This is an optimization exercise on Yosys and OpenROAD, whose aim is small area and a short achievable clock period, not a production implementation. At most, simulation tests tie the RTL to the original design; equivalence was not proved. Only the layout flow was run in runs 1 to 4 and 7; the RTL was not checked for function there. Power and IR drop assume default switching activity.

File: design/flow/constraint.sdc
create_clock -name core_clock -period 8.0 [get_ports {clk}]
set_input_delay 1.6000 -clock core_clock [delete_from_list [all_inputs] [get_ports {clk}]]
set_output_delay 1.6000 -clock core_clock [all_outputs]
set_load 0.01 [all_outputs]
File: design/flow/standard.sh
#!/bin/bash
# synth_recipe.tcl (not shown) runs the flow's synth.tcl, then flattens the netlist and writes it again
# the make line also repeats each setting of config.mk as NAME=value (left out here)
make -C /OpenROAD-flow-scripts/flow DESIGN_CONFIG=/design/flow/config.mk WORK_HOME=/design/flow/orfs CLKGATE_MAP_FILE= SYNTH_SCRIPT=/design/flow/synth_recipe.tcl "${@:-finish}"
File: design/flow/flow/run.sh
#!/bin/bash
set -euo pipefail
export BUFFER_PORTS_ARGS="-buffer_cell sky130_fd_sc_hd__buf_1"
bash standard.sh > standard.log 2>&1
File: design/flow/design.v
module ovarint_core (
    input  wire         clk,
    input  wire         rst,
    input  wire         in_valid,
    input  wire [4:0]   cmd,         
    input  wire [127:0] val_in,
    input  wire [127:0] bytes_in,    
    input  wire [4:0]   len_in,
    output reg          out_valid,
    output reg  [2:0]   status,
    output reg  [4:0]   len_out,
    output reg  [127:0] bytes_out,   
    output reg  [127:0] val_out
);
    localparam [2:0] ST_OK        = 3'd0;
    localparam [2:0] ST_OUTRANGE  = 3'd1;
    localparam [2:0] ST_TRUNCATED = 3'd2;
    localparam [2:0] ST_ILLEGAL   = 3'd4;
    wire       dir  = cmd[4];
    wire       sgn  = cmd[3];
    wire [2:0] wsel = cmd[2:0];
    wire       illegal = (wsel > 3'd4);
    integer i, k, m;
    reg msb;
    always @* begin
        case (wsel)
            3'd0:    msb = val_in[7];
            3'd1:    msb = val_in[15];
            3'd2:    msb = val_in[31];
            3'd3:    msb = val_in[63];
            default: msb = val_in[127];
        endcase
    end
    wire s = sgn & msb;
    wire w8 = (wsel == 3'd0), w16 = (wsel == 3'd1), w32 = (wsel == 3'd2),
         w64 = (wsel == 3'd3), w128 = wsel[2];
    reg [127:0] wide;
    always @* begin
        wide = val_in;
        if (w8)  wide[15:8]  = {8{s}};
        if (w16) wide[23:16] = {8{s}};
        if (w32) wide[39:32] = {8{s}};
        if (w64) wide[71:64] = {8{s}};
    end
    reg [15:1] f;
    reg [7:0]  g;
    always @* begin
        for (k = 1; k < 16; k = k + 1) begin
            if (sgn) g = val_in[8 * k - 5 +: 8];
            else     g = val_in[8 * k - 4 +: 8];
            f[k] = s ? ~&g : |g;
        end
        if (sgn) begin
            f[1] = w8  ? (val_in[7:3]   != {5{s}}) : f[1];
            f[2] = w16 ? (val_in[15:11] != {5{s}}) : f[2];
            f[4] = w32 ? (val_in[31:27] != {5{s}}) : f[4];
            f[8] = w64 ? (val_in[63:59] != {5{s}}) : f[8];
        end else begin
            f[1] = w8  ? (|val_in[7:4])   : f[1];
            f[2] = w16 ? (|val_in[15:12]) : f[2];
            f[4] = w32 ? (|val_in[31:28]) : f[4];
            f[8] = w64 ? (|val_in[63:60]) : f[8];
        end
        if (w8)  f[15:2] = 14'd0;
        if (w16) f[15:3] = 13'd0;
        if (w32) f[15:5] = 11'd0;
        if (w64) f[15:9] = 7'd0;
    end
    reg [3:0] n_e;
    always @* begin
        n_e = 4'd0;
        for (k = 1; k < 16; k = k + 1)
            if (f[k]) n_e = k;
    end
    wire oor_e = w128 & (sgn ? (val_in[127:123] != {5{s}}) : (|val_in[127:124]));
    wire [7:0] hdr  = bytes_in[7:0];
    wire       negd = sgn & ~hdr[7];
    wire [3:0] n_d  = sgn ? (hdr[6:3] ^ {4{~hdr[7]}}) : hdr[7:4];
    wire [7:0] hdr_v = sgn ? {{5{negd}}, hdr[2:0]} : {4'd0, hdr[3:0]};
    wire trunc = ~len_in[4] & (len_in[3:0] <= n_d);
    reg [15:0] c, p, q;
    always @* begin
        c[0] = (hdr_v == {8{negd}});
        for (m = 1; m < 16; m = m + 1)
            c[m] = negd ? (&bytes_in[8 * m +: 8]) : ~(|bytes_in[8 * m +: 8]);
        p[0] = c[0];
        for (m = 1; m < 16; m = m + 1)
            p[m] = p[m - 1] & c[m];
        for (m = 0; m < 15; m = m + 1)
            q[m] = p[m] & (~sgn | (bytes_in[8 * m + 15] == negd));
        q[15] = p[15];
    end
    reg  [3:0] wb;        
    always @* begin
        case (wsel)
            3'd0:    wb = 4'd1;
            3'd1:    wb = 4'd2;
            3'd2:    wb = 4'd4;
            default: wb = 4'd8;
        endcase
    end
    wire [4:0] dw   = {1'b0, n_d} - {1'b0, wb};
    wire       fits = w128 | dw[4] | q[dw[3:0]];
    reg [2:0]   st_n;
    always @* begin
        if (illegal)      st_n = ST_ILLEGAL;
        else if (!dir)    st_n = oor_e ? ST_OUTRANGE : ST_OK;
        else if (trunc)   st_n = ST_TRUNCATED;
        else if (!fits)   st_n = ST_OUTRANGE;
        else              st_n = ST_OK;
    end
    wire [127:0] src = dir ? {bytes_in[127:8], hdr_v} : wide;
    wire [3:0]   n_n = dir ? n_d : n_e;
    wire         fill_n = negd;     
    reg [127:0] r;
    always @* begin
        for (i = 0; i < 16; i = i + 1)
            r[8 * i +: 8] = src[8 * (15 - i) +: 8];
        if (!n_n[3]) r = {{64{fill_n}}, r[127:64]};
    end
    reg [127:0] x_r;
    reg [3:0]   n_r;
    reg [2:0]   st_r;
    reg         eu_r, es_r;
    always @(posedge clk) begin
        if (rst)
            out_valid <= 1'b0;
        else
            out_valid <= in_valid;
        x_r  <= r;
        n_r  <= n_n;
        st_r <= st_n;
        eu_r <= ~dir & ~sgn;
        es_r <= ~dir & sgn;
    end
    wire       fill = x_r[127];
    wire [3:0] sh   = ~n_r;
    reg [127:0] y;
    always @* begin
        y = x_r;
        if (sh[2]) y = {{32{fill}}, y[127:32]};
        if (sh[1]) y = {{16{fill}}, y[127:16]};
        if (sh[0]) y = {{8{fill}},  y[127:8]};
    end
    wire [7:0] hx = eu_r ? {n_r, 4'd0} : es_r ? {1'b1, n_r, 3'd0} : 8'd0;
    wire [127:0] res = {y[127:8], y[7:0] ^ hx};
    always @* begin
        status    = st_r;
        len_out   = (st_r == ST_OK) ? ({1'b0, n_r} + 5'd1) : 5'd0;
        bytes_out = res;
        val_out   = res;
    end
endmodule
File: design/flow/config.mk
export PLATFORM = sky130hd
export DESIGN_NAME = ovarint_core
export DESIGN_NICKNAME = ovarint_core
export VERILOG_FILES = /design/flow/design.v
export SDC_FILE = /design/flow/constraint.sdc
export NUM_CORES = 4
export LEC_CHECK = 0
export CAP_MARGIN = 20
export CORE_MARGIN = 2
export CORE_UTILIZATION = 35
export PLACE_DENSITY = 0.45
export SETUP_SLACK_MARGIN = 4.5
export SLEW_MARGIN = 20
==> results of run 1 <==
[per-layer routing]
layer / vias to the layer above / part of all wire (%) / global-route usage (%)
li1: 7561 / - / -
met5: - / 0.015 / 0
met4: 2 / 7.3 / 22.5
met3: 257 / 8.9 / 6.70
met2: 1268 / 44 / 64.0
met1: 8603 / 40 / 53.4
[cell type report]
type | count | area share [%]
clock buffer | 18 | 1.94
timing repair buffer | 780 | 27.9
sequential | 138 | 12.0
inverter | 34 | 0.723
antenna | 1 | 0.0108
clock inverter | 14 | 0.658
tap | 518 | 2.80
timing repair inverter | 10 | 0.507
multi-input combinational | 1352 | 53.5
[sequential cells by signal, summed over array words and instances, names as in the netlist]
signal,count
n_r,4
eu_r,1
st_r,3
es_r,1
x_r,128
out_valid,1
[cell usage after synthesis (8+ instances only)]
| library cell | count |
|---|---|
| xor2_1 | 15 |
| nor2_1 | 105 |
| buf_2 | 17 |
| o31ai_1 | 14 |
| a211oi_1 | 32 |
| nor3_1 | 31 |
| clkbuf_1 | 78 |
| ha_1 | 9 |
| inv_1 | 32 |
| o221ai_1 | 34 |
| buf_1 | 26 |
| or3_1 | 8 |
| o21ai_0 | 87 |
| nand3_1 | 26 |
| a21oi_1 | 145 |
| buf_4 | 133 |
| a31oi_1 | 30 |
| mux2_2 | 52 |
| nand2_1 | 212 |
| dfxtp_1 | 138 |
| buf_6 | 12 |
| nor4_1 | 51 |
| o21ai_1 | 25 |
| nor2b_1 | 34 |
| mux2i_1 | 263 |
| nand4_1 | 54 |
| a21oi_2 | 29 |
[per-stage QoR]
stage	total power [mW]	cell area, um2	instances
finish	4.27	23200	2865
global placement	2.42	15200	2586
detailed placement	2.41	15200	2586
global route	4.38	23200	2864
floorplan	1.96	14300	1784
CTS	3.78	20200	2783
[repair_timing]
action	CTS	global route
gates resized for setup	607	528
pin swaps	57	96
cloned	42	20
hold endpoints to repair	0	0
setup endpoints to repair	391	390
setup buffers	123	61
[where the power goes]
part	leakage, nW	switching [mW]	internal (mW)
combinational	7.71	1.40	1.13
clock	0.298	0.365	0.462
sequential	1.16	0.143	0.769
total	9.17	1.91	2.36
[cells by family after synthesis]
kind of cell             after synthesis
AO/OA/AOI/OAI                        448
XOR/XNOR                              21
adder cells (fa/ha/maj)               10
buffers and inverters                300
flip-flops                           138
multiplexers                         317
AND/OR/NAND/NOR                      550
[path summary, 6_finish.rpt]
check | startpoint | to | slack, ns | depth (start not counted)
max | n_r[1]$_DFF_P_ | val_out[52] | 4.11 | 8
min | rst | out_valid$_SDFF_PP0_ | 1.31 | 2
==> flow_metrics.env, run 1 <==
export IMPL_run_status="no timing/DRC/antenna violations"
export IMPL_wl_per_cell_um=31.3
export IMPL_cpMaxStageDelayCell="dfxtp_4"
export IMPL_die_x_um=201
export IMPL_synth_fa_ha_area_share_pct=0.977
export IMPL_seq_area_frac_synth_pct=20.4
export IMPL_grt_max_degree=78
export IMPL_synth_top_cell_area_share_pct=20.4
export IMPL_chipHeight_um=201
export IMPL_final_cell_mix="305 x buf_1, 163 x nand2_1, 161 x mux2i_1, 134 x dfxtp_1, 118 x buf_2"
export IMPL_synth_ff_type="dfxtp_1"
export IMPL_synth_top_area_cell="dfxtp_1"
export IMPL_design_core_area_um2=38500
export IMPL_antenna_left=0
export IMPL_clk_pin_slew_ns=0.08
export IMPL_cp_top_family="buffers and inverters"
export IMPL_first_pass_iters=6
export IMPL_slew_viol_final=0
export IMPL_pin_count=534
export IMPL_pre_cts_ws_ns=2.26
export IMPL_synth_xor_area_share_pct=1.36
export IMPL_grt_use_total_pct=40.8
export IMPL_cts_tree="yes"
export IMPL_fin_nets=2612
export IMPL_grt_pass1_wl_mm=119
export IMPL_dr_first_iter_drc_count=1786
export IMPL_tightest_slew_ns=1.05
export IMPL_synth_seq_cells=138
export IMPL_cts_htree_levels=4
export IMPL_clockRootBuffer="clkbuf_16"
export IMPL_synth_area_leaders="dfxtp_1 20%, mux2i_1 19%, buf_4 7.4%"
export IMPL_dp_hpwl_mm=63.2
export IMPL_placementRows=72
export IMPL_register_area_um2=2780
export IMPL_numCtsBuffers=17
export IMPL_rsz0062_at_grt="true"
export IMPL_drt_wl_total_mm=89.6
export IMPL_critPathArrivalTime_ns=2.29
export IMPL_dr_total_vias=17700
export IMPL_multiInputGateArea_um2=12400
export IMPL_syn_area_um2=13600
export IMPL_hold_class="input pin to flop"
export IMPL_synth_compound_area_share_pct=21.2
export IMPL_synth_top_family_by_area="multiplexers"
export IMPL_p_leak_nw=9.17
export IMPL_max_stage_delay_ns=0.36
export IMPL_finalSetupTns_ns=0
export IMPL_dieArea_um2=40400
export IMPL_hold_viol=0
export IMPL_yosysWarnings=1
export IMPL_finalCriticalPeriod_ns=3.89
export IMPL_max_slew_margin_rel_pct=29.8
export IMPL_place_congestion=1.01
export IMPL_fin_util_pct=60.3
export IMPL_synth_mux_area_fraction_pct=24.0
export IMPL_worstSetupPathType="flop to primary output"
export IMPL_synth_distinct_cells=74
export IMPL_crit_fanout=6
export IMPL_cts_buffer_depth=2
export IMPL_drc=0
export IMPL_endpoint_kind="primary output"
export IMPL_hold_ws_ns=1.31
export IMPL_drive_gt1_share_pct=45.7
export IMPL_irDropWorstVdd_mv=0.148
export IMPL_path_cells="buf_12 -> buf_4 -> clkbuf_16 -> buf_4 -> mux2_4 -> o21ai_4 -> mux2i_1 -> buf_2"
export IMPL_synth_edff_count=0
export IMPL_cap_viol_max_count=0
export IMPL_cp_common_cell="buf_4"
export IMPL_async_flop_share_pct=0
export IMPL_port_buffers=533
export IMPL_crit_required_ns=6.40
export IMPL_cp_num_buf_inv=5
export IMPL_fmax_mhz=257
export IMPL_setup_viol=0
export IMPL_viasPerCell=6.17
export IMPL_yosys_area_share_simple_pct=19.2
export IMPL_antenna_found_initial=3
export IMPL_setup_slack_ns=4.11
export IMPL_nFillCells=3386
export IMPL_finalCritPeriodShare_pct=48.6
export IMPL_area_growth_pct=70.8
export IMPL_ctsHoldBuffers=0
export IMPL_synthCells=1784
export IMPL_grt_overflow=0
export IMPL_initial_core_util_pct=35.3
export IMPL_synth_avg_cell_area_um2=7.61
export IMPL_powerDensity_nw_per_um2=184
export IMPL_final_common_cell="buf_1"
export IMPL_synth_nets=2063
export IMPL_grt_pass1_vias=16200
export IMPL_cts_sinks=138
export IMPL_crit_path_start_kind="flop"
==> run 2, diff against run 1 <==
--- a/design/flow/design.v
+++ b/design/flow/design.v
@@ -111,13 +111,6 @@
     end
     wire [127:0] src = dir ? {bytes_in[127:8], hdr_v} : wide;
     wire [3:0]   n_n = dir ? n_d : n_e;
-    wire         fill_n = negd;     
-    reg [127:0] r;
-    always @* begin
-        for (i = 0; i < 16; i = i + 1)
-            r[8 * i +: 8] = src[8 * (15 - i) +: 8];
-        if (!n_n[3]) r = {{64{fill_n}}, r[127:64]};
-    end
     reg [127:0] x_r;
     reg [3:0]   n_r;
     reg [2:0]   st_r;
@@ -127,17 +120,20 @@
             out_valid <= 1'b0;
         else
             out_valid <= in_valid;
-        x_r  <= r;
+        x_r  <= src;
         n_r  <= n_n;
         st_r <= st_n;
         eu_r <= ~dir & ~sgn;
         es_r <= ~dir & sgn;
     end
-    wire       fill = x_r[127];
+    wire       fill = x_r[7];
     wire [3:0] sh   = ~n_r;
-    reg [127:0] y;
+    reg [127:0] r, y;
     always @* begin
-        y = x_r;
+        for (i = 0; i < 16; i = i + 1)
+            r[8 * i +: 8] = x_r[8 * (15 - i) +: 8];
+        y = r;
+        if (sh[3]) y = {{64{fill}}, y[127:64]};
         if (sh[2]) y = {{32{fill}}, y[127:32]};
         if (sh[1]) y = {{16{fill}}, y[127:16]};
         if (sh[0]) y = {{8{fill}},  y[127:8]};
--- a/design/flow/config.mk
+++ b/design/flow/config.mk
@@ -9,5 +9,5 @@
 export CORE_MARGIN = 2
 export CORE_UTILIZATION = 35
 export PLACE_DENSITY = 0.45
-export SETUP_SLACK_MARGIN = 4.5
+export SETUP_SLACK_MARGIN = 0
 export SLEW_MARGIN = 20
==> run 2 against run 1 <==
  * Still clean on timing, DRC and antenna
  * Synthesized cell count shrank 9.6%
  * Total power shrank 27%
  * Core utilization shrank 20 points
  * Sequential power shrank 3.1%
  * Fmax shrank 26%
  * Final cell count shrank 14%
  * Via count shrank 19%
  * Critical path depth is the same
  * Design area shrank 35%
  * Sequential share of layout area grew 6.4 points
  * Critical endpoint is now bytes_out[88]
  * Highest routed layer is now met4
==> flow_metrics.env, run 2 <==
export IMPL_run_status="no timing/DRC/antenna violations"
export IMPL_place_congestion=0.998
export IMPL_cap_viol_max_count=0
export IMPL_p_leak_nw=5.85
export IMPL_first_pass_iters=5
export IMPL_antenna_found_initial=8
export IMPL_finalSetupTns_ns=0
export IMPL_min_from="rst"
export IMPL_clockRootBuffer="clkbuf_16"
export IMPL_dr_first_iter_drc_count=1568
export IMPL_cts_tree="yes"
export IMPL_yosysWarnings=1
export IMPL_finalCritPeriodShare_pct=66.0
export IMPL_powerDensity_nw_per_um2=206
export IMPL_synth_avg_cell_area_um2=8.20
export IMPL_dp_hpwl_mm=57.9
export IMPL_synth_nets=1891
export IMPL_endpoint_kind="primary output"
export IMPL_crit_path_start_kind="flop"
export IMPL_final_cell_mix="531 x buf_1, 197 x mux2i_1, 156 x a21oi_1, 134 x dfxtp_1, 121 x mux2_2"
export IMPL_yosysMostFrequentCell="mux2i_1"
export IMPL_grt_overflow=0
export IMPL_fmax_mhz=189
export IMPL_clk_pin_slew_ns=0.07
export IMPL_dr_total_vias=14400
export IMPL_area_growth_pct=14.5
export IMPL_slew_viol_final=0
export IMPL_min_to="out_valid$_SDFF_PP0_"
export IMPL_worstSetupPathType="flop to primary output"
export IMPL_fin_nets=2201
export IMPL_post_cts_resized=0
export IMPL_numCtsBuffers=17
export IMPL_cts_setup_buffers=0
export IMPL_dieArea_um2=39300
export IMPL_placementRows=71
export IMPL_viasPerCell=5.86
export IMPL_synthCells=1612
export IMPL_crit_fanout=85
export IMPL_nFillCells=3964
export IMPL_register_area_um2=2780
export IMPL_die_x_um=198
export IMPL_largest_register_ffs=128
export IMPL_drc=0
export IMPL_layout_cells_non_filler=2454
export IMPL_synth_edff_count=0
export IMPL_ctsHoldBuffers=0
export IMPL_max_slew_margin_rel_pct=25.6
export IMPL_initial_core_util_pct=35.3
export IMPL_chipHeight_um=198
export IMPL_critPathArrivalTime_ns=3.68
export IMPL_synth_area_leaders="dfxtp_1 21%, mux2i_1 15%, mux2_2 10%"
export IMPL_holdPathStages=2
export IMPL_top_regs="x_r: 128 flops, n_r: 4 flops, st_r: 3 flops"
export IMPL_grt_pass1_wl_mm=95.7
export IMPL_async_flop_share_pct=0
export IMPL_synth_top_cell_area_share_pct=20.9
export IMPL_synthTopCellsByCount="197 x mux2i_1, 156 x a21oi_1, 138 x dfxtp_1, 130 x buf_4, 121 x mux2_2"
export IMPL_setup_slack_ns=2.72
export IMPL_synth_top_area_cell="dfxtp_1"
export IMPL_rsz0062_at_grt="false"
export IMPL_drive_gt1_share_pct=11.5
export IMPL_tightest_slew_ns=1.12
export IMPL_seq_area_frac_synth_pct=20.9
export IMPL_final_common_cell="buf_1"
export IMPL_crit_required_ns=6.40
export IMPL_grt_max_degree=104
export IMPL_setup_viol=0
export IMPL_antenna_left=0
export IMPL_port_buffers=533
export IMPL_synth_seq_cells=138
export IMPL_syn_area_um2=13200
export IMPL_hold_viol=0
export IMPL_post_place_cells=2414
export IMPL_finalCriticalPeriod_ns=5.28
export IMPL_regMostFlops="x_r"
export IMPL_pre_cts_ws_ns=3.25
export IMPL_synth_ff_type="dfxtp_1"
export IMPL_irDropWorstVdd_mv=0.170
export IMPL_cts_htree_levels=4
export IMPL_synth_distinct_cells=69
export IMPL_grt_pass1_vias=13100
export IMPL_pin_count=534
export IMPL_grt_use_total_pct=34.5
export IMPL_cts_buffer_depth=2
export IMPL_hold_class="input pin to flop"
export IMPL_multiInputGateArea_um2=8900
export IMPL_cts_sinks=138
export IMPL_drt_wl_total_mm=70.2
export IMPL_design_core_area_um2=37400
export IMPL_wl_per_cell_um=28.6
[run 2: cell count changes after synthesis, moves of 19 or more]
| cell | before | now |
|---|---|---|
| a21oi_2 | 29 | 0 |
| o21ai_1 | 25 | 6 |
| a211oi_1 | 32 | 12 |
| mux2i_1 | 263 | 197 |
| o221ai_1 | 34 | 0 |
| nor2_1 | 105 | 79 |
| nand2_1 | 212 | 97 |
| mux2_2 | 52 | 121 |
| mux4_2 | 0 | 34 |
[run 2: worst max-delay path: stages, from the launching register on]
cell and delay (ns):
dfxtp_4 1.03, buf_4 0.39, nand2_1 0.33, and2_1 0.49, a31oi_1 0.22, nor2_1 0.05
a21oi_1 0.28, mux2i_1 0.22, buf_1 0.18
[run 2: cells by family (layout without fill, tap and decap cells)]
group / after synthesis / after routing / share of synthesized area [%]
simple gates: 429 / 429 / 16.7
compound gates: 385 / 385 / 17.2
mux: 353 / 353 / 31.1
buf+inv: 277 / 600 / 11.8
flops: 138 / 138 / 20.9
xor+xnor: 20 / 20 / 1.32
fa+ha+maj: 10 / 10 / 1.00
other cells: 0 / 8 / 0
[run 2: final cells by class]
type	instances	area share [%]
Timing Repair Buffer	547	14.0
Inverter	21	0.521
Clock buffer	18	2.90
Antenna cell	8	0.132
Clock inverter	14	1.05
Sequential cell	138	18.4
Tap cell	511	4.22
Multi-Input combinational cell	1197	58.8
[run 2: where the power goes]
part	total (mW)	internal (mW)	switching, mW
Combinational	1.43	0.508	0.917
Clock	0.808	0.474	0.334
Sequential	0.884	0.746	0.138
Total	3.12	1.73	1.39
[run 2: how the worst max path moves through the flow]
stage	start	to	slack (ns)	depth (start not counted)
CTS	n_r[3]$_DFF_P_	val_out[81]	2.80	8
finish	n_r[3]$_DFF_P_	bytes_out[88]	2.72	8
global placement	cmd[3]	n_r[2]$_DFF_P_	3.24	8
global route	n_r[3]$_DFF_P_	val_out[86]	2.48	8
floorplan	cmd[3]	st_r[0]$_SDFF_PP0_	3.57	14
detailed placement	cmd[3]	n_r[2]$_DFF_P_	3.25	8
[run 2: metrics by stage]
step	hold WS (ns)	cell area, um2	util (%)	total power [mW]
final	1.33	15100	40.5	3.12
after global routing	1.33	15100	40.5	3.28
after CTS	1.31	15100	40.4	3.11
after detailed placement	1.77	14500	38.8	2.30
after global placement	1.75	14500	38.8	2.31
after floorplan	1.67	13200	-	1.88
[run 2: layer usage]
metal  part of all wire, %  track usage (%)  wire (um)  vias to the layer above
met5                     0                0          0                        -
met4                   3.0             11.1       2090                        0
met3                   7.5             4.63       5290                      101
met2                    46             55.9      32000                      841
met1                    44             47.4      30800                     6898
li1                      -                -          -                     6536
==> run 3, diff against run 2 <==
--- a/design/flow/config.mk
+++ b/design/flow/config.mk
@@ -9,5 +9,5 @@
 export CORE_MARGIN = 2
 export CORE_UTILIZATION = 35
 export PLACE_DENSITY = 0.45
-export SETUP_SLACK_MARGIN = 0
+export SETUP_SLACK_MARGIN = 3.5
 export SLEW_MARGIN = 20
==> run 3 against run 2 <==
  * Critical path depth unchanged
  * Fmax increased by 17%
  * Sequential share of layout area decreased by 0.25 points
  * Routed wire length increased by 2.4%
  * Area after synthesis unchanged
  * Critical endpoint is now n_r[2]$_DFF_P_
==> flow_metrics.env, run 3 <==
export IMPL_synth_ff_type="dfxtp_1"
export IMPL_max_stage_delay_ns=0.63
export IMPL_cpMaxStageDelayCell="o31ai_1"
export IMPL_hold_class="input pin to flop"
export IMPL_drc=0
export IMPL_cts_sinks=138
export IMPL_fmax_mhz=221
export IMPL_setup_viol=0
export IMPL_grt_max_degree=95
export IMPL_design_core_area_um2=37400
export IMPL_finalCritPeriodShare_pct=56.5
export IMPL_run_status="no timing/DRC/antenna violations"
export IMPL_placementRows=71
export IMPL_numCtsBuffers=17
export IMPL_p_clk_share_pct=25.7
export IMPL_final_common_cell="buf_1"
export IMPL_die_x_um=198
export IMPL_antenna_found_initial=7
export IMPL_antenna_left=0
export IMPL_dp_hpwl_mm=57.9
export IMPL_dieArea_um2=39300
export IMPL_ctsHoldBuffers=0
export IMPL_synth_avg_cell_area_um2=8.20
export IMPL_cts_buffer_depth=2
export IMPL_largest_register_ffs=128
export IMPL_async_flop_share_pct=0
export IMPL_grt_use_total_pct=35.0
export IMPL_clockRootBuffer="clkbuf_16"
export IMPL_top_regs="x_r: 128 flops, n_r: 4 flops, st_r: 3 flops"
export IMPL_dr_first_iter_drc_count=1455
export IMPL_synthCells=1612
export IMPL_initial_core_util_pct=35.3
export IMPL_endpoint_kind="flop"
export IMPL_pin_count=534
export IMPL_seqPwrFrac_pct=27.3
export IMPL_synthTopCellsByCount="197 x mux2i_1, 156 x a21oi_1, 138 x dfxtp_1, 130 x buf_4, 121 x mux2_2"
export IMPL_pre_cts_ws_ns=3.25
export IMPL_path_cells="clkbuf_2 -> buf_4 -> nand2_1 -> o31ai_1 -> o22ai_1 -> nor4_1 -> nand2_1 -> a22oi_1"
export IMPL_hold_ws_ns=1.33
export IMPL_port_buffers=533
export IMPL_seq_area_frac_synth_pct=20.9
export IMPL_cts_tree="yes"
export IMPL_crit_path_start_kind="input pin"
export IMPL_crit_fanout=55
export IMPL_tightest_slew_ns=1.05
export IMPL_p_total_mw=3.15
export IMPL_final_cell_mix="531 x buf_1, 197 x mux2i_1, 156 x a21oi_1, 134 x dfxtp_1, 121 x mux2_2"
export IMPL_viasPerCell=5.88
export IMPL_syn_area_um2=13200
export IMPL_first_pass_iters=5
export IMPL_grt_pass1_vias=13200
export IMPL_multiInputGateArea_um2=8910
export IMPL_register_area_um2=2780
export IMPL_wl_per_cell_um=29.2
export IMPL_yosysWarnings=1
export IMPL_max_slew_margin_rel_pct=30.0
export IMPL_place_congestion=0.998
export IMPL_regMostFlops="x_r"
export IMPL_dr_total_vias=14500
export IMPL_powerDensity_nw_per_um2=205
export IMPL_synth_top_area_cell="dfxtp_1"
export IMPL_finalCriticalPeriod_ns=4.52
export IMPL_synth_distinct_cells=69
export IMPL_intPower_mw=1.74
export IMPL_cp_common_cell="nand2_1"
export IMPL_synth_edff_count=0
export IMPL_grt_pass1_wl_mm=97.0
export IMPL_crit_required_ns=8.28
export IMPL_worstSetupPathType="input pin to flop"
export IMPL_cts_htree_levels=4
export IMPL_cap_viol_max_count=0
export IMPL_irDropWorstVdd_mv=0.164
export IMPL_synth_area_leaders="dfxtp_1 21%, mux2i_1 15%, mux2_2 10%"
export IMPL_critPathArrivalTime_ns=4.80
export IMPL_pwr_share_comb_pct=47.0
export IMPL_synth_nets=1891
export IMPL_fin_nets=2210
export IMPL_finalSetupTns_ns=0
export IMPL_rsz0062_at_grt="false"
export IMPL_drt_wl_total_mm=71.9
export IMPL_slew_viol_final=0
export IMPL_clk_pin_slew_ns=0.07
export IMPL_p_leak_nw=5.96
export IMPL_hold_viol=0
export IMPL_grt_overflow=0
export IMPL_yosysMostFrequentCell="mux2i_1"
export IMPL_chipHeight_um=198
export IMPL_p_sw_share_pct=44.6
export IMPL_synth_seq_cells=138
export IMPL_setup_slack_ns=3.48
export IMPL_drive_gt1_share_pct=12.1
export IMPL_nFillCells=3946
export IMPL_synth_top_cell_area_share_pct=20.9
export IMPL_area_growth_pct=16.0
export IMPL_p_sw_mw=1.41
## run 3: cell counts after synthesis
No cell type changed its count.
## run 3: cell type report
type                    count  area share (%)
multi-input cells        1197            58.1
flip-flops and latches    138            18.1
repair buffers            556            15.1
clock inverters            14            1.04
well taps                 511            4.17
inverters                  21           0.514
diodes                      7           0.114
clock buffers              18            2.86
## run 3: timing repair
action / CTS / global route
cloned: 2 / 0
gates resized for setup: 4 / 2
endpoints found under the setup margin: 234 / 104
setup buffers: 3 / 4
## run 3: logic make-up (layout without fill, tap and decap cells)
family | count (synthesis) | after routing | synth area share [%]
flops | 138 | 138 | 20.9
simple gates | 429 | 429 | 16.7
other cells | 0 | 7 | 0
fa+ha+maj | 10 | 10 | 1.00
buf+inv | 277 | 609 | 11.8
mux | 353 | 353 | 31.1
xor+xnor | 20 | 20 | 1.32
compound gates | 385 | 385 | 17.2
## run 3: critical path: cells and delay by family
| kind | cells | cell delay (ns) |
|---|---|---|
| and+or+nand+nor | 3 | 1.24 |
| buffers and inverters | 2 | 0.66 |
| AOI/OAI and AO/OA | 3 | 1.26 |
## run 3: layer usage
layer / GRT usage (%) / routed length [um]
met2: 56.8 / 32800
met3: 4.96 / 5480
met5: 0 / 0
met1: 47.7 / 31400
met4: 11.5 / 2190
## run 3: worst paths after layout
check  startpoint                    to  slack [ns]  cells past startpoint
max        cmd[3]        n_r[2]$_DFF_P_        3.48                      8
min           rst  out_valid$_SDFF_PP0_        1.33                      2
## run 3: power by group through the flow
stage | Clock (mW) | Combinational (mW) | Sequential (mW)
3_5_place_dp | 0 | 1.41 | 0.894
5_1_grt | 0.840 | 1.61 | 0.859
2_1_floorplan | 0 | 1.10 | 0.785
3_3_place_gp | 0 | 1.42 | 0.891
4_1_cts | 0.812 | 1.44 | 0.869
6_report | 0.808 | 1.48 | 0.861
## run 3: metrics by stage
step | area (um2) | instances | utilization [%]
2_1_floorplan | 13200 | 1612 | -
3_3_place_gp | 14500 | 2414 | 38.8
3_5_place_dp | 14500 | 2414 | 38.8
4_1_cts | 15200 | 2451 | 40.8
5_1_grt | 15300 | 2461 | 41.0
6_report | 15300 | 2462 | 41.0
==> run 4, diff against run 3 <==
--- a/design/flow/design.v
+++ b/design/flow/design.v
@@ -43,23 +43,22 @@
         if (w64) wide[71:64] = {8{s}};
     end
     reg [15:1] f;
-    reg [7:0]  g;
+    reg [8:0]  g;
     always @* begin
         for (k = 1; k < 16; k = k + 1) begin
-            if (sgn) g = val_in[8 * k - 5 +: 8];
-            else     g = val_in[8 * k - 4 +: 8];
-            f[k] = s ? ~&g : |g;
+            g = val_in[8 * k - 5 +: 9];
+            f[k] = sgn ? (|g & ~&g) : |g[8:1];
         end
         if (sgn) begin
-            f[1] = w8  ? (val_in[7:3]   != {5{s}}) : f[1];
-            f[2] = w16 ? (val_in[15:11] != {5{s}}) : f[2];
-            f[4] = w32 ? (val_in[31:27] != {5{s}}) : f[4];
-            f[8] = w64 ? (val_in[63:59] != {5{s}}) : f[8];
+            if (w8)  f[1] = |val_in[7:3]   & ~&val_in[7:3];
+            if (w16) f[2] = |val_in[15:11] & ~&val_in[15:11];
+            if (w32) f[4] = |val_in[31:27] & ~&val_in[31:27];
+            if (w64) f[8] = |val_in[63:59] & ~&val_in[63:59];
         end else begin
-            f[1] = w8  ? (|val_in[7:4])   : f[1];
-            f[2] = w16 ? (|val_in[15:12]) : f[2];
-            f[4] = w32 ? (|val_in[31:28]) : f[4];
-            f[8] = w64 ? (|val_in[63:60]) : f[8];
+            if (w8)  f[1] = |val_in[7:4];
+            if (w16) f[2] = |val_in[15:12];
+            if (w32) f[4] = |val_in[31:28];
+            if (w64) f[8] = |val_in[63:60];
         end
         if (w8)  f[15:2] = 14'd0;
         if (w16) f[15:3] = 13'd0;
@@ -72,7 +71,7 @@
         for (k = 1; k < 16; k = k + 1)
             if (f[k]) n_e = k;
     end
-    wire oor_e = w128 & (sgn ? (val_in[127:123] != {5{s}}) : (|val_in[127:124]));
+    wire oor_e = w128 & (sgn ? (|val_in[127:123] & ~&val_in[127:123]) : (|val_in[127:124]));
     wire [7:0] hdr  = bytes_in[7:0];
     wire       negd = sgn & ~hdr[7];
     wire [3:0] n_d  = sgn ? (hdr[6:3] ^ {4{~hdr[7]}}) : hdr[7:4];
--- a/design/flow/config.mk
+++ b/design/flow/config.mk
@@ -9,5 +9,5 @@
 export CORE_MARGIN = 2
 export CORE_UTILIZATION = 35
 export PLACE_DENSITY = 0.45
-export SETUP_SLACK_MARGIN = 3.5
+export SETUP_SLACK_MARGIN = 4.0
 export SLEW_MARGIN = 20
==> run 4 against run 3 <==
  * Core utilization rose by 2.2 points
  * Setup slack improved by 0.50 ns
  * Critical path type is now flop to primary output
  * Largest power group unchanged
  * First-iteration DRC count down 4.8%
  * Sequential power shrank 0.6%
  * Fmax up 12%
  * Via count decreased by 2.8%
  * Clock power decreased by 6.6%
  * Critical endpoint is now val_out[66]
  * Global-route usage decreased by 0.36 points
==> flow_metrics.env, run 4 <==
export IMPL_layout_cells_non_filler=2380
export IMPL_post_place_cells=2309
export IMPL_yosysMostFrequentCell="mux2i_1"
export IMPL_slew_viol_final=0
export IMPL_cts_buffer_depth=2
export IMPL_synthCells=1545
export IMPL_cp_num_buf_inv=3
export IMPL_final_cell_mix="500 x buf_1, 167 x mux2i_1, 133 x dfxtp_1, 131 x a21oi_1, 121 x mux2_2"
export IMPL_synth_edff_count=0
export IMPL_die_x_um=196
export IMPL_fin_nets=2176
export IMPL_irDropWorstVdd_mv=0.138
export IMPL_grt_pass1_wl_mm=95.3
export IMPL_top_regs="x_r: 128 flops, n_r: 4 flops, st_r: 3 flops"
export IMPL_grt_max_degree=94
export IMPL_cp_num_cells=7
export IMPL_first_pass_iters=5
export IMPL_yosysWarnings=1
export IMPL_worstSetupPathType="flop to primary output"
export IMPL_cp_top_family="buffers and inverters"
export IMPL_finalCriticalPeriod_ns=4.02
export IMPL_antenna_found_initial=5
export IMPL_run_status="no timing/DRC/antenna violations"
export IMPL_port_buffers=533
export IMPL_rsz0062_at_grt="true"
export IMPL_drive_gt1_share_pct=18.6
export IMPL_max_slew_margin_rel_pct=27.1
export IMPL_fmax_mhz=249
export IMPL_grt_pass1_vias=13200
export IMPL_tightest_slew_ns=1.08
export IMPL_synth_area_leaders="dfxtp_1 21%, mux2i_1 15%, mux2_2 11%"
export IMPL_final_common_cell="buf_1"
export IMPL_antenna_left=0
export IMPL_cts_sinks=138
export IMPL_setup_slack_ns=3.98
export IMPL_largest_register_ffs=128
export IMPL_path_cells="buf_4 -> bufbuf_16 -> mux2i_1 -> a21oi_2 -> mux2i_1 -> mux2i_1 -> buf_1"
export IMPL_setup_viol=0
export IMPL_synth_distinct_cells=69
export IMPL_powerDensity_nw_per_um2=202
export IMPL_synth_avg_cell_area_um2=8.34
export IMPL_drt_wl_total_mm=70.0
export IMPL_synthTopCellsByCount="189 x mux2i_1, 154 x a21oi_1, 138 x dfxtp_1, 135 x buf_4, 122 x mux2_2"
export IMPL_finalCritPeriodShare_pct=50.3
export IMPL_endpoint_kind="primary output"
export IMPL_pin_count=534
export IMPL_numCtsBuffers=17
export IMPL_syn_area_um2=12900
export IMPL_dieArea_um2=38400
export IMPL_wl_per_cell_um=29.4
export IMPL_dp_hpwl_mm=55.9
export IMPL_regMostFlops="x_r"
export IMPL_cp_startpoint="n_r[2]$_DFF_P_"
export IMPL_synth_nets=1824
export IMPL_dr_total_vias=14100
export IMPL_initial_core_util_pct=35.4
export IMPL_chipHeight_um=196
export IMPL_area_growth_pct=22.1
export IMPL_cpMaxStageDelayCell="dfxtp_4"
export IMPL_hold_class="input pin to flop"
export IMPL_synth_top_cell_area_share_pct=21.4
export IMPL_cap_viol_max_count=0
export IMPL_min_from="rst"
export IMPL_grt_overflow=0
export IMPL_crit_fanout=23
export IMPL_ctsHoldBuffers=0
export IMPL_holdPathStages=2
export IMPL_placementRows=70
export IMPL_synth_seq_cells=138
export IMPL_clk_pin_slew_ns=0.06
export IMPL_max_stage_delay_ns=0.44
export IMPL_p_leak_nw=6.12
export IMPL_drc=0
export IMPL_dr_first_iter_drc_count=1385
export IMPL_viasPerCell=5.92
export IMPL_clockRootBuffer="clkbuf_16"
export IMPL_synth_ff_type="dfxtp_1"
export IMPL_synth_top_area_cell="dfxtp_1"
export IMPL_design_core_area_um2=36400
export IMPL_place_congestion=0.972
export IMPL_crit_path_start_kind="flop"
export IMPL_cts_htree_levels=4
export IMPL_hold_viol=0
export IMPL_async_flop_share_pct=0
export IMPL_cts_tree="yes"
export IMPL_seq_area_frac_synth_pct=21.4
export IMPL_grt_use_total_pct=34.7
export IMPL_pre_cts_ws_ns=3.26
export IMPL_crit_required_ns=6.40
export IMPL_hold_ws_ns=1.34
export IMPL_finalSetupTns_ns=0
export IMPL_cp_common_cell="mux2i_1"
export IMPL_critPathArrivalTime_ns=2.42
==> run 4: cell count changes after synthesis, moves of 6 or more <==
cell,change
clkbuf_1,-20
nor3_1,-20
buf_2,+13
nor4_1,+13
a21o_1,+10
nand3_1,-9
mux2i_1,-8
a31oi_1,-7
o311ai_0,+7
inv_1,-6
o211ai_1,-6
==> run 4: area by class of cell <==
| class | instances | area [um2] |
|---|---|---|
| multi-input cells | 1141 | 8900 |
| clock inverters | 14 | 126 |
| diodes | 2 | 5.00 |
| inverters | 16 | 60.1 |
| fillers | 3757 | 20700 |
| well taps | 468 | 586 |
| flip-flops and latches | 138 | 2780 |
| clock buffers | 18 | 439 |
| repair buffers | 583 | 2850 |
==> run 4: timing repair <==
item,4_1_cts,5_1_grt
pin swaps,4,5
buffers inserted,25,4
resized for setup,81,85
endpoints found under the setup margin,260,193
gates cloned,6,2
==> run 4: stage by stage <==
stage	area (um2)	utilization (%)	power (mW)
2_1_floorplan	12900	-	1.86
3_3_place_gp	14100	38.8	2.28
3_5_place_dp	14100	38.8	2.27
4_1_cts	15400	42.3	3.12
5_1_grt	15700	43.2	3.32
6_report	15700	43.2	3.19
==> run 4: cells by family after synthesis <==
kind of cell	count (synthesis)	share of synthesized area (%)
flops	138	21.4
simple gates	391	15.6
mux	346	31.4
fa+ha+maj	10	1.03
buf+inv	266	12.0
compound gates	374	17.2
xor+xnor	20	1.36
==> run 4: power breakdown <==
group	total [mW]	leakage [nW]	internal, mW	switching (mW)
clock network	0.755	0.271	0.418	0.337
registers	0.856	1.16	0.746	0.110
logic	1.58	4.69	0.594	0.982
==> run 4: final timing paths <==
path / slack (ns) / to
worst max-delay path: 3.98 / val_out[66]
worst min-delay path: 1.34 / out_valid$_SDFF_PP0_
==> run 4: per-layer routing <==
layer	vias up	GRT usage [%]	part of all wire [%]
li1	6377	-	-
met2	819	55.3	45
met3	141	6.86	8.2
met5	-	0	0
met1	6748	45.6	42
met4	0	15.1	4.4
==> run 5, diff against run 4 <==
--- a/design/flow/design.v
+++ b/design/flow/design.v
@@ -110,6 +110,13 @@
     end
     wire [127:0] src = dir ? {bytes_in[127:8], hdr_v} : wide;
     wire [3:0]   n_n = dir ? n_d : n_e;
+    wire         fill_n = negd;     
+    reg [127:0] r;
+    always @* begin
+        for (i = 0; i < 16; i = i + 1)
+            r[8 * i +: 8] = src[8 * (15 - i) +: 8];
+        if (!n_n[3]) r = {{64{fill_n}}, r[127:64]};
+    end
     reg [127:0] x_r;
     reg [3:0]   n_r;
     reg [2:0]   st_r;
@@ -119,20 +126,17 @@
             out_valid <= 1'b0;
         else
             out_valid <= in_valid;
-        x_r  <= src;
+        x_r  <= r;
         n_r  <= n_n;
         st_r <= st_n;
         eu_r <= ~dir & ~sgn;
         es_r <= ~dir & sgn;
     end
-    wire       fill = x_r[7];
+    wire       fill = x_r[127];
     wire [3:0] sh   = ~n_r;
-    reg [127:0] r, y;
+    reg [127:0] y;
     always @* begin
-        for (i = 0; i < 16; i = i + 1)
-            r[8 * i +: 8] = x_r[8 * (15 - i) +: 8];
-        y = r;
-        if (sh[3]) y = {{64{fill}}, y[127:64]};
+        y = x_r;
         if (sh[2]) y = {{32{fill}}, y[127:32]};
         if (sh[1]) y = {{16{fill}}, y[127:16]};
         if (sh[0]) y = {{8{fill}},  y[127:8]};
--- a/design/flow/config.mk
+++ b/design/flow/config.mk
@@ -9,5 +9,5 @@
 export CORE_MARGIN = 2
 export CORE_UTILIZATION = 35
 export PLACE_DENSITY = 0.45
-export SETUP_SLACK_MARGIN = 4.0
+export SETUP_SLACK_MARGIN = 4.25
 export SLEW_MARGIN = 20
==> run 5 against run 4 <==
  * Non-clock buffer count grew 65
  * Clock power rose by 4.5%
  * Core utilization increased by 6.1 points
  * Sequential power is 5.8% higher
  * Critical path depth did not move
  * Global-route usage grew 3.1 points
  * Design area increased by 15%
  * Count of clock-buffer cells in the layout increased by 1
  * Hold slack worse by 0.012 ns
  * Highest routed layer is now met5
==> flow_metrics.env, run 5 <==
export IMPL_multiInputGateArea_um2=9990
export IMPL_finalCriticalPeriod_ns=3.82
export IMPL_yosysWarnings=1
export IMPL_cpMaxStageDelayCell="dfxtp_4"
export IMPL_synth_ff_type="dfxtp_1"
export IMPL_drc=0
export IMPL_grt_pass1_wl_mm=104
export IMPL_irDropWorstVdd_mv=0.157
export IMPL_drt_wl_total_mm=77.6
export IMPL_fin_nets=2342
export IMPL_drive_gt1_share_pct=27.4
export IMPL_grt_overflow=0
export IMPL_crit_path_start_kind="flop"
export IMPL_dr_first_iter_drc_count=1594
export IMPL_cap_viol_max_count=0
export IMPL_slew_viol_final=0
export IMPL_clk_pin_slew_ns=0.06
export IMPL_synth_nets=1918
export IMPL_cp_common_cell="mux2i_4"
export IMPL_finalSetupTns_ns=0
export IMPL_endpoint="bytes_out[6]"
export IMPL_numCtsBuffers=17
export IMPL_cp_startpoint="n_r[1]$_DFF_P_"
export IMPL_powerDensity_nw_per_um2=205
export IMPL_synth_mux_area_fraction_pct=29.9
export IMPL_async_flop_share_pct=0
export IMPL_crit_fanout=7
export IMPL_yosysMostFrequentCell="mux2i_1"
export IMPL_final_common_cell="buf_1"
export IMPL_finalCritPeriodShare_pct=47.7
export IMPL_top_regs="x_r: 128 flops, n_r: 4 flops, st_r: 3 flops"
export IMPL_grt_use_total_pct=37.7
export IMPL_die_x_um=197
export IMPL_max_stage_delay_ns=0.47
export IMPL_tightest_slew_ns=0.986
export IMPL_hold_class="input pin to flop"
export IMPL_synth_seq_cells=138
export IMPL_setup_viol=0
export IMPL_place_congestion=0.976
export IMPL_cts_htree_levels=4
export IMPL_antenna_left=0
export IMPL_holdPathStages=2
export IMPL_wl_per_cell_um=30.5
export IMPL_setup_slack_ns=4.18
export IMPL_yosys_area_share_simple_pct=18.0
export IMPL_viasPerCell=6.08
export IMPL_largest_register_ffs=128
export IMPL_max_slew_margin_rel_pct=33.8
export IMPL_pre_cts_ws_ns=2.41
export IMPL_synth_fa_ha_area_share_pct=1.02
export IMPL_synth_avg_cell_area_um2=7.92
export IMPL_fmax_mhz=262
export IMPL_regMostFlops="x_r"
export IMPL_synth_distinct_cells=71
export IMPL_synth_top_area_cell="dfxtp_1"
export IMPL_fin_util_pct=49.3
export IMPL_final_cell_mix="469 x buf_1, 173 x nand2_1, 146 x mux2i_1, 134 x dfxtp_1, 90 x a21oi_1"
export IMPL_antenna_found_initial=4
export IMPL_run_status="no timing/DRC/antenna violations"
export IMPL_critPathArrivalTime_ns=2.22
export IMPL_endpoint_kind="primary output"
export IMPL_chipHeight_um=197
export IMPL_design_core_area_um2=36600
export IMPL_synth_area_leaders="dfxtp_1 21%, mux2i_1 18%, buf_4 7.5%"
export IMPL_synth_top_family_by_area="multiplexers"
export IMPL_synth_compound_area_share_pct=16.3
export IMPL_grt_pass1_vias=14300
export IMPL_dieArea_um2=38600
export IMPL_worstSetupPathType="flop to primary output"
export IMPL_syn_area_um2=13000
export IMPL_ctsHoldBuffers=0
export IMPL_seq_area_frac_synth_pct=21.3
export IMPL_cts_buffer_depth=2
export IMPL_first_pass_iters=5
export IMPL_grt_max_degree=83
export IMPL_path_cells="buf_4 -> buf_8 -> mux2i_4 -> mux2i_4 -> mux2i_2 -> xnor2_2 -> buf_2"
export IMPL_synthCells=1639
export IMPL_hold_viol=0
export IMPL_area_growth_pct=39.0
export IMPL_cts_sinks=138
export IMPL_port_buffers=533
export IMPL_dp_hpwl_mm=60.6
export IMPL_dr_total_vias=15500
export IMPL_p_leak_nw=7.05
export IMPL_clockRootBuffer="clkbuf_16"
export IMPL_placementRows=70
export IMPL_initial_core_util_pct=35.5
export IMPL_rsz0062_at_grt="true"
export IMPL_synth_edff_count=0
export IMPL_register_area_um2=2780
export IMPL_synthTopCellsByCount="228 x mux2i_1, 180 x nand2_1, 147 x a21oi_1, 139 x o21ai_0, 138 x dfxtp_1"
export IMPL_synth_top_cell_area_share_pct=21.3
export IMPL_cts_tree="yes"
export IMPL_nFillCells=3649
export IMPL_crit_required_ns=6.40
export IMPL_pin_count=534
export IMPL_synth_xor_area_share_pct=1.35
[run 5: cell types whose count changed in the layout (fill, tap and decap cells not counted), sizes merged, moves of 10 or more]
cell and change:
nor2 +21, buf +43, a21o -22, clkbuf +21, nand3 +12, mux2 -47, mux2i +39, nor2b -17
o21ai +38, a211oi -10, nand2 +84
[run 5: worst min path at each step]
stage	startpoint	to
after floorplan	rst	out_valid$_SDFF_PP0_
after global placement	rst	out_valid$_SDFF_PP0_
after detailed placement	rst	out_valid$_SDFF_PP0_
after CTS	rst	out_valid$_SDFF_PP0_
after global routing	rst	out_valid$_SDFF_PP0_
final	rst	out_valid$_SDFF_PP0_
[run 5: power by group]
group	internal, mW	switching (mW)
clock	0.470	0.319
sequential	0.772	0.134
combinational	0.795	1.22
total	2.04	1.67
[run 5: cell families after synthesis]
kind of cell	count (synthesis)
adder cells (fa/ha/maj)	10
AND/OR/NAND/NOR	486
flip-flops	138
XOR/XNOR	20
multiplexers	336
AO/OA/AOI/OAI	371
buffers and inverters	278
[run 5: worst max-delay path: cells and delay by family (launching register included)]
family | cells | cell delay [ns]
multiplexers | 3 | 0.63
flip-flops | 1 | 0.47
buffers and inverters | 3 | 0.52
XOR/XNOR | 1 | 0.17
[run 5: area by class of cell]
| class | instances | area share, % |
|---|---|---|
| timing repair buffer | 648 | 21.7 |
| multi-input combinational | 1224 | 55.4 |
| antenna | 1 | 0.0139 |
| inverter | 30 | 0.832 |
| clock buffer | 19 | 2.46 |
| timing repair inverter | 4 | 0.187 |
| clock inverter | 13 | 0.798 |
| sequential | 138 | 15.4 |
| tap | 468 | 3.25 |
[run 5: what timing repair did]
action                     in CTS  in global routing
setup endpoints to repair     392                308
pin swaps                      11                 23
cloned                         18                 13
buffers inserted               49                 25
gates resized for setup       261                203
[run 5: routing by layer]
metal / part of all wire [%] / GRT usage, % / up-vias
met4: 5.1 / 15.0 / 4
met5: 0.035 / 0 / -
li1: - / - / 6803
met1: 42 / 51.0 / 7453
met3: 8.1 / 5.51 / 202
met2: 45 / 60.7 / 1005
[run 5: per-stage QoR]
step | instances | instance area (um2) | hold WS (ns) | total power, mW
after detailed placement | 2407 | 14400 | 1.76 | 2.44
after global placement | 2407 | 14400 | 1.75 | 2.44
after floorplan | 1639 | 13300 | 1.67 | 1.94
after global routing | 2544 | 18000 | 1.31 | 3.84
final | 2545 | 18000 | 1.32 | 3.71
after CTS | 2506 | 16800 | 1.31 | 3.48
==> run 6, diff against run 5 <==
--- a/design/flow/config.mk
+++ b/design/flow/config.mk
@@ -9,5 +9,5 @@
 export CORE_MARGIN = 2
 export CORE_UTILIZATION = 35
 export PLACE_DENSITY = 0.45
-export SETUP_SLACK_MARGIN = 4.25
+export SETUP_SLACK_MARGIN = 4.0
 export SLEW_MARGIN = 20
==> run 6 against run 5 <==
  * Largest power group unchanged
  * Still clean
  * Routed wire length shrank 3.2%
  * Count of clock-buffer cells in the layout is 1 lower
  * Combinational power decreased by about 20%
  * First-iteration DRC count down 6.8%
  * Hold slack got worse by 0.0036 ns
  * Area after synthesis stayed put
  * Design area shrank 14%
  * Die area unchanged
  * Final cell count decreased by 2.9%
  * Largest cell class unchanged
  * Critical path type is now input pin to flop
  * Synthesized cell count unchanged
==> flow_metrics.env, run 6 <==
export IMPL_endpoint_kind="flop"
export IMPL_rsz0062_at_grt="true"
export IMPL_numCtsBuffers=17
export IMPL_async_flop_share_pct=0
export IMPL_grt_pass1_wl_mm=102
export IMPL_synthCells=1639
export IMPL_clockRootBuffer="clkbuf_16"
export IMPL_cap_viol_max_count=0
export IMPL_syn_area_um2=13000
export IMPL_p_total_mw=3.28
export IMPL_finalCritPeriodShare_pct=50.2
export IMPL_seq_area_frac_synth_pct=21.3
export IMPL_regMostFlops="x_r"
export IMPL_max_stage_delay_ns=0.53
export IMPL_chipHeight_um=197
export IMPL_synth_seq_cells=138
export IMPL_post_place_cells=2412
export IMPL_antenna_left=0
export IMPL_pin_count=534
export IMPL_crit_fanout=35
export IMPL_synth_top_area_cell="dfxtp_1"
export IMPL_clk_pin_slew_ns=0.06
export IMPL_synth_avg_cell_area_um2=7.92
export IMPL_path_cells="buf_1 -> or4_1 -> a221oi_2 -> a311o_2 -> or3b_4 -> o21ai_4 -> buf_4 -> mux4_2"
export IMPL_cp_startpoint="val_in[63]"
export IMPL_yosysWarnings=1
export IMPL_p_leak_nw=6.19
export IMPL_dr_first_iter_drc_count=1485
export IMPL_synth_area_leaders="dfxtp_1 21%, mux2i_1 18%, buf_4 7.5%"
export IMPL_die_x_um=197
export IMPL_run_status="no timing/DRC/antenna violations"
export IMPL_dr_total_vias=14800
export IMPL_synth_ff_type="dfxtp_1"
export IMPL_slew_viol_final=0
export IMPL_dieArea_um2=38600
export IMPL_cts_htree_levels=4
export IMPL_drt_wl_total_mm=75.1
export IMPL_port_buffers=533
export IMPL_largest_register_ffs=128
export IMPL_wl_per_cell_um=30.4
export IMPL_placementRows=70
export IMPL_min_from="rst"
export IMPL_critPathArrivalTime_ns=4.28
export IMPL_fmax_mhz=249
export IMPL_grt_overflow=0
export IMPL_place_congestion=1.04
export IMPL_first_pass_iters=6
export IMPL_tightest_slew_ns=1.10
export IMPL_crit_path_start_kind="input pin"
export IMPL_cts_sinks=138
export IMPL_top_regs="x_r: 128 flops, n_r: 4 flops, st_r: 3 flops"
export IMPL_cpMaxStageDelayCell="or4_1"
export IMPL_fin_nets=2266
export IMPL_finalSetupTns_ns=0
export IMPL_final_cell_mix="529 x buf_1, 218 x mux2i_1, 178 x nand2_1, 142 x a21oi_1, 135 x dfxtp_1"
export IMPL_cts_buffer_depth=2
export IMPL_worstSetupPathType="input pin to flop"
export IMPL_grt_pass1_vias=14000
export IMPL_yosysMostFrequentCell="mux2i_1"
export IMPL_area_growth_pct=19.3
export IMPL_max_slew_margin_rel_pct=26.0
export IMPL_fin_area_um2=15500
export IMPL_finalCriticalPeriod_ns=4.02
export IMPL_design_core_area_um2=36600
export IMPL_layout_cells_non_filler=2471
export IMPL_drive_gt1_share_pct=11.9
export IMPL_grt_max_degree=76
export IMPL_cts_tree="yes"
export IMPL_viasPerCell=6.00
export IMPL_synth_nets=1918
export IMPL_nFillCells=3858
export IMPL_hold_viol=0
export IMPL_synth_top_cell_area_share_pct=21.3
export IMPL_synthTopCellsByCount="228 x mux2i_1, 180 x nand2_1, 147 x a21oi_1, 139 x o21ai_0, 138 x dfxtp_1"
export IMPL_crit_required_ns=8.27
export IMPL_hold_class="input pin to flop"
export IMPL_drc=0
export IMPL_post_dp_cell_area_um2=14300
export IMPL_cp_num_buf_inv=2
export IMPL_ctsHoldBuffers=0
export IMPL_cp_top_family="simple AND/OR/NAND/NOR gates"
export IMPL_setup_viol=0
export IMPL_antenna_found_initial=11
export IMPL_irDropWorstVdd_mv=0.173
export IMPL_synth_distinct_cells=71
export IMPL_dp_hpwl_mm=62.1
export IMPL_final_common_cell="buf_1"
export IMPL_powerDensity_nw_per_um2=212
export IMPL_initial_core_util_pct=35.5
export IMPL_synth_edff_count=0
export IMPL_grt_use_total_pct=37.3
## run 6: cell counts after synthesis
No cell type changed its count.
## run 6: cell type report
type	count	area (um2)	share of cell area (%)
inverters	30	131	0.848
multi-input cells	1224	8840	57.1
flip-flops and latches	138	2770	17.9
well taps	468	586	3.78
repair buffers	574	2550	16.4
diodes	3	7.51	0.0485
clock inverters	14	164	1.06
clock buffers	18	429	2.77
repair inverters	2	12.5	0.0808
## run 6: power by group
part	switching, mW	total (mW)	leakage, nW	internal, mW
logic	1.05	1.60	4.74	0.546
registers	0.107	0.879	1.16	0.772
clock network	0.339	0.806	0.280	0.467
## run 6: per-layer routing
layer / global-route usage, % / vias up / share of wire [%]
li1: - / 6647 / -
met1: 48.3 / 7136 / 42
met2: 60.3 / 882 / 45
met3: 6.83 / 161 / 8.4
met4: 17.4 / 2 / 5.3
met5: 0 / - / 0.017
## run 6: final timing paths
kind	to	slack, ns	cells after the start
worst max-delay path	x_r[4]$_DFF_P_	3.98	8
worst min-delay path	out_valid$_SDFF_PP0_	1.32	2
## run 6: cell families after synthesis
kind of cell / Yosys count / share of synthesized area, %
flip-flops: 138 / 21.3
AO/OA/AOI/OAI: 371 / 16.3
adder cells (fa/ha/maj): 10 / 1.02
buffers and inverters: 278 / 12.2
AND/OR/NAND/NOR: 486 / 18.0
multiplexers: 336 / 29.9
XOR/XNOR: 20 / 1.35
## run 6: what timing repair did
action / in CTS / in global routing
gates cloned: 2 / 4
pin swaps: 2 / 1
buffers inserted: 9 / 9
endpoints found under the setup margin: 371 / 169
resized for setup: 70 / 34
## run 6: metrics by stage
step           util, %  setup slack (ns)  hold WS [ns]
5_1_grt           42.3              3.89          1.32
4_1_cts           41.5              4.00          1.31
6_report          42.3              3.98          1.32
3_5_place_dp      39.0              2.92          1.76
2_1_floorplan        -              3.85          1.67
3_3_place_gp      39.0              2.87          1.76
==> run 7, diff against run 6 <==
--- a/design/flow/design.v
+++ b/design/flow/design.v
@@ -42,35 +42,37 @@
         if (w32) wide[39:32] = {8{s}};
         if (w64) wide[71:64] = {8{s}};
     end
-    reg [15:1] f;
+    reg [15:1] fu, fs;
     reg [8:0]  g;
     always @* begin
         for (k = 1; k < 16; k = k + 1) begin
             g = val_in[8 * k - 5 +: 9];
-            f[k] = sgn ? (|g & ~&g) : |g[8:1];
+            fs[k] = |g & ~&g;
+            fu[k] = |g[8:1];
         end
-        if (sgn) begin
-            if (w8)  f[1] = |val_in[7:3]   & ~&val_in[7:3];
-            if (w16) f[2] = |val_in[15:11] & ~&val_in[15:11];
-            if (w32) f[4] = |val_in[31:27] & ~&val_in[31:27];
-            if (w64) f[8] = |val_in[63:59] & ~&val_in[63:59];
-        end else begin
-            if (w8)  f[1] = |val_in[7:4];
-            if (w16) f[2] = |val_in[15:12];
-            if (w32) f[4] = |val_in[31:28];
-            if (w64) f[8] = |val_in[63:60];
+        if (w8)  fs[1] = |val_in[7:3]   & ~&val_in[7:3];
+        if (w16) fs[2] = |val_in[15:11] & ~&val_in[15:11];
+        if (w32) fs[4] = |val_in[31:27] & ~&val_in[31:27];
+        if (w64) fs[8] = |val_in[63:59] & ~&val_in[63:59];
+        if (w8)  fu[1] = |val_in[7:4];
+        if (w16) fu[2] = |val_in[15:12];
+        if (w32) fu[4] = |val_in[31:28];
+        if (w64) fu[8] = |val_in[63:60];
+        if (w8)  begin fu[15:2] = 14'd0; fs[15:2] = 14'd0; end
+        if (w16) begin fu[15:3] = 13'd0; fs[15:3] = 13'd0; end
+        if (w32) begin fu[15:5] = 11'd0; fs[15:5] = 11'd0; end
+        if (w64) begin fu[15:9] = 7'd0;  fs[15:9] = 7'd0;  end
+    end
+    reg [3:0] n_u, n_s;
+    always @* begin
+        n_u = 4'd0;
+        n_s = 4'd0;
+        for (k = 1; k < 16; k = k + 1) begin
+            if (fu[k]) n_u = k;
+            if (fs[k]) n_s = k;
         end
-        if (w8)  f[15:2] = 14'd0;
-        if (w16) f[15:3] = 13'd0;
-        if (w32) f[15:5] = 11'd0;
-        if (w64) f[15:9] = 7'd0;
     end
-    reg [3:0] n_e;
-    always @* begin
-        n_e = 4'd0;
-        for (k = 1; k < 16; k = k + 1)
-            if (f[k]) n_e = k;
-    end
+    wire [3:0] n_e = sgn ? n_s : n_u;
     wire oor_e = w128 & (sgn ? (|val_in[127:123] & ~&val_in[127:123]) : (|val_in[127:124]));
     wire [7:0] hdr  = bytes_in[7:0];
     wire       negd = sgn & ~hdr[7];
@@ -110,15 +112,8 @@
     end
     wire [127:0] src = dir ? {bytes_in[127:8], hdr_v} : wide;
     wire [3:0]   n_n = dir ? n_d : n_e;
-    wire         fill_n = negd;     
-    reg [127:0] r;
-    always @* begin
-        for (i = 0; i < 16; i = i + 1)
-            r[8 * i +: 8] = src[8 * (15 - i) +: 8];
-        if (!n_n[3]) r = {{64{fill_n}}, r[127:64]};
-    end
     reg [127:0] x_r;
-    reg [3:0]   n_r;
+    reg [3:0]   n_r, sh_r;
     reg [2:0]   st_r;
     reg         eu_r, es_r;
     always @(posedge clk) begin
@@ -126,20 +121,24 @@
             out_valid <= 1'b0;
         else
             out_valid <= in_valid;
-        x_r  <= r;
+        x_r  <= src;
         n_r  <= n_n;
+        sh_r <= ~n_n;
         st_r <= st_n;
         eu_r <= ~dir & ~sgn;
         es_r <= ~dir & sgn;
     end
-    wire       fill = x_r[127];
-    wire [3:0] sh   = ~n_r;
-    reg [127:0] y;
+    wire       fill = x_r[7];
+    reg [127:0] r, y;
+    integer b;
     always @* begin
-        y = x_r;
-        if (sh[2]) y = {{32{fill}}, y[127:32]};
-        if (sh[1]) y = {{16{fill}}, y[127:16]};
-        if (sh[0]) y = {{8{fill}},  y[127:8]};
+        for (i = 0; i < 16; i = i + 1)
+            r[8 * i +: 8] = x_r[8 * (15 - i) +: 8];
+        y = r;
+        for (b = 3; b >= 0; b = b - 1)
+            for (i = 0; i < 16; i = i + 1)
+                if (i < 8 ? sh_r[b] : !n_r[b])
+                    y[8 * i +: 8] = (i + (1 << b) < 16) ? y[8 * (i + (1 << b)) +: 8] : {8{fill}};
     end
     wire [7:0] hx = eu_r ? {n_r, 4'd0} : es_r ? {1'b1, n_r, 3'd0} : 8'd0;
     wire [127:0] res = {y[127:8], y[7:0] ^ hx};
==> run 7 against run 6 <==
  * Count of clock-buffer cells in the layout is the same
  * Total power grew 3.7%
  * Global-route usage shrank 2.2 points
  * Sequential share of layout area shrank 0.73 points
  * First-iteration DRC count shrank 9.9%
  * Critical endpoint is now val_out[5]
  * Still clean
  * Final cell count grew 3.9%
  * Clock power grew 2%
  * Sequential power grew 3.6%
==> flow_metrics.env, run 7 <==
export IMPL_hold_viol=0
export IMPL_hold_class="input pin to flop"
export IMPL_finalSetupTns_ns=0
export IMPL_cts_buffer_depth=2
export IMPL_finalCriticalPeriod_ns=4.03
export IMPL_nFillCells=3915
export IMPL_slew_viol_final=0
export IMPL_syn_area_um2=13300
export IMPL_pin_count=534
export IMPL_synth_seq_cells=142
export IMPL_ctsHoldBuffers=0
export IMPL_post_dp_cell_area_um2=14500
export IMPL_dr_total_vias=15200
export IMPL_grt_max_degree=86
export IMPL_largest_register_ffs=128
export IMPL_fin_util_pct=44.5
export IMPL_synth_distinct_cells=76
export IMPL_pre_cts_ws_ns=2.62
export IMPL_async_flop_share_pct=0
export IMPL_drt_wl_total_mm=74.7
export IMPL_placementRows=71
export IMPL_rsz0062_at_grt="true"
export IMPL_hold_ws_ns=1.31
export IMPL_first_pass_iters=5
export IMPL_dieArea_um2=39500
export IMPL_critPathArrivalTime_ns=2.43
export IMPL_grt_pass1_vias=13600
export IMPL_yosysMostFrequentCell="mux2i_1"
export IMPL_synth_nets=1933
export IMPL_cts_tree="yes"
export IMPL_final_common_cell="buf_1"
export IMPL_chipHeight_um=199
export IMPL_tightest_slew_ns=1.02
export IMPL_port_buffers=533
export IMPL_fmax_mhz=248
export IMPL_place_congestion=1.02
export IMPL_max_slew_margin_rel_pct=32.1
export IMPL_grt_use_total_pct=35.1
export IMPL_crit_required_ns=6.40
export IMPL_wl_per_cell_um=29.1
export IMPL_viasPerCell=5.91
export IMPL_die_x_um=199
export IMPL_finalCritPeriodShare_pct=50.4
export IMPL_design_core_area_um2=37500
export IMPL_initial_core_util_pct=35.4
export IMPL_endpoint_kind="primary output"
export IMPL_dp_hpwl_mm=57.9
export IMPL_synth_edff_count=0
export IMPL_cts_htree_levels=4
export IMPL_antenna_found_initial=8
export IMPL_crit_path_start_kind="flop"
export IMPL_synth_avg_cell_area_um2=8.03
export IMPL_area_growth_pct=25.7
export IMPL_run_status="no timing/DRC/antenna violations"
export IMPL_dr_first_iter_drc_count=1338
export IMPL_clockRootBuffer="clkbuf_16"
export IMPL_irDropWorstVdd_mv=0.144
export IMPL_regMostFlops="x_r"
export IMPL_grt_overflow=0
export IMPL_synthCells=1654
export IMPL_crit_fanout=5
export IMPL_worstSetupPathType="flop to primary output"
export IMPL_top_regs="x_r: 128 flops, n_r: 4 flops, sh_r: 4 flops"
export IMPL_fin_nets=2316
export IMPL_cap_viol_max_count=0
export IMPL_synth_top_area_cell="dfxtp_1"
export IMPL_setup_viol=0
export IMPL_synth_area_leaders="dfxtp_1 21%, mux2i_1 14%, mux2_2 11%"
export IMPL_numCtsBuffers=17
export IMPL_setup_slack_ns=3.97
export IMPL_fin_area_um2=16700
export IMPL_synthTopCellsByCount="186 x mux2i_1, 150 x nand2_1, 142 x dfxtp_1, 132 x a21oi_1, 131 x buf_4"
export IMPL_seq_area_frac_synth_pct=21.4
export IMPL_powerDensity_nw_per_um2=204
export IMPL_cts_sinks=142
export IMPL_final_cell_mix="498 x buf_1, 171 x mux2i_1, 146 x nand2_1, 133 x dfxtp_1, 121 x mux2_2"
export IMPL_antenna_left=0
export IMPL_multiInputGateArea_um2=9300
export IMPL_synth_top_cell_area_share_pct=21.4
export IMPL_clk_pin_slew_ns=0.08
export IMPL_p_leak_nw=6.42
export IMPL_register_area_um2=2870
export IMPL_drive_gt1_share_pct=20.3
export IMPL_drc=0
export IMPL_grt_pass1_wl_mm=97.7
export IMPL_synth_ff_type="dfxtp_1"
export IMPL_yosysWarnings=1
run 7: cells by family after synthesis:
logic type | count (synthesis) | synth area share (%)
flip-flops | 142 | 21.4
buffers and inverters | 281 | 12.2
AND/OR/NAND/NOR | 447 | 16.8
XOR/XNOR | 20 | 1.32
AO/OA/AOI/OAI | 428 | 20.0
multiplexers | 326 | 27.2
adder cells (fa/ha/maj) | 10 | 0.998
run 7: metrics by stage:
step | power [mW] | instances
floorplan | 1.93 | 1654
global placement | 2.36 | 2458
detailed placement | 2.36 | 2458
CTS | 3.27 | 2514
global route | 3.56 | 2562
finish | 3.40 | 2568
run 7: routing by layer:
layer  GRT usage, %  vias to the layer above  wire length [um]
li1               -                     6838                 -
met1           48.0                     7307             32300
met2           55.5                      874             33200
met3           4.66                      160              5440
met4           14.6                        2              3780
met5              0                        -                 7
run 7: where the power goes:
group / internal [mW] / leakage, nW / switching (mW)
combinational: 0.638 / 4.92 / 1.03
clock: 0.465 / 0.298 / 0.354
sequential: 0.768 / 1.20 / 0.143
run 7: repair_timing:
action / CTS / global route
cloned: 3 / 10
resized for setup: 91 / 135
endpoints found under the setup margin: 259 / 202
setup buffers: 21 / 37
pin swaps: 11 / 18
run 7: worst paths after layout:
path,endpoint,slack [ns],from,cells after the start
worst min-delay path,out_valid$_SDFF_PP0_,1.31,rst,2
worst max-delay path,val_out[5],3.97,sh_r[3]$_DFF_P_,8
run 7: critical path: stages, from the launching register on:
cell	delay, ns
dfxtp_4	0.43
buf_12	0.13
clkbuf_16	0.14
mux4_2	0.53
nand2_2	0.09
a21oi_2	0.06
a21oi_2	0.26
xnor2_2	0.19
buf_2	0.18
run 7: layout make-up:
cell class                 instances  share of cell area (%)
timing repair buffer             615                    18.8
clock buffer                      18                    2.70
multi-input combinational       1231                    55.7
sequential                       142                    17.2
clock inverter                    14                    1.01
inverter                          30                   0.704
tap                              511                    3.83
antenna                            7                   0.105

static timing again, ports no longer ideal:
How much do the figures lean on ideal ports? The routed layouts below were timed once more, with nothing changed but the port constraints. Step 1, drivers: a clkbuf_16 drives clk and a buf_2 each remaining input, both assumed. Step 2, shift: input delay + t, output delay - t, t = (earliest + latest rising clock arrival at the registers) / 2. This alone moves slack from input paths to output paths. Three values: ideal ports, drivers, drivers and shift; two values: the first two.
run	shift t [ns]	slack for setup (ns)	worst setup path after step 2	worst register clock-pin slew, ns	pins driven straight from the clock port
run 1	0.476	4.111 / 4.057 / 3.720	input to register	0.08 / 0.08	1
run 2	0.476	2.719 / 2.669 / 3.071	input to register	0.08 / 0.08	1
run 3	0.476	3.478 / 3.478 / 3.003	input to register	0.08 / 0.08	1
run 4	0.467	3.977 / 3.924 / 3.689	input to register	0.08 / 0.08	1
run 5	0.468	4.184 / 4.139 / 3.750	input to register	0.06 / 0.06	1
run 6	0.475	3.982 / 3.992 / 3.534	input to register	0.08 / 0.08	1
run 7	0.481	3.966 / 3.912 / 3.567	input to register	0.08 / 0.08	1
After both steps setup and hold are still met in every run listed. The setup slack of run 3, which loses most, moves by 0.000 ns with the drivers and by -0.475 ns with both steps.
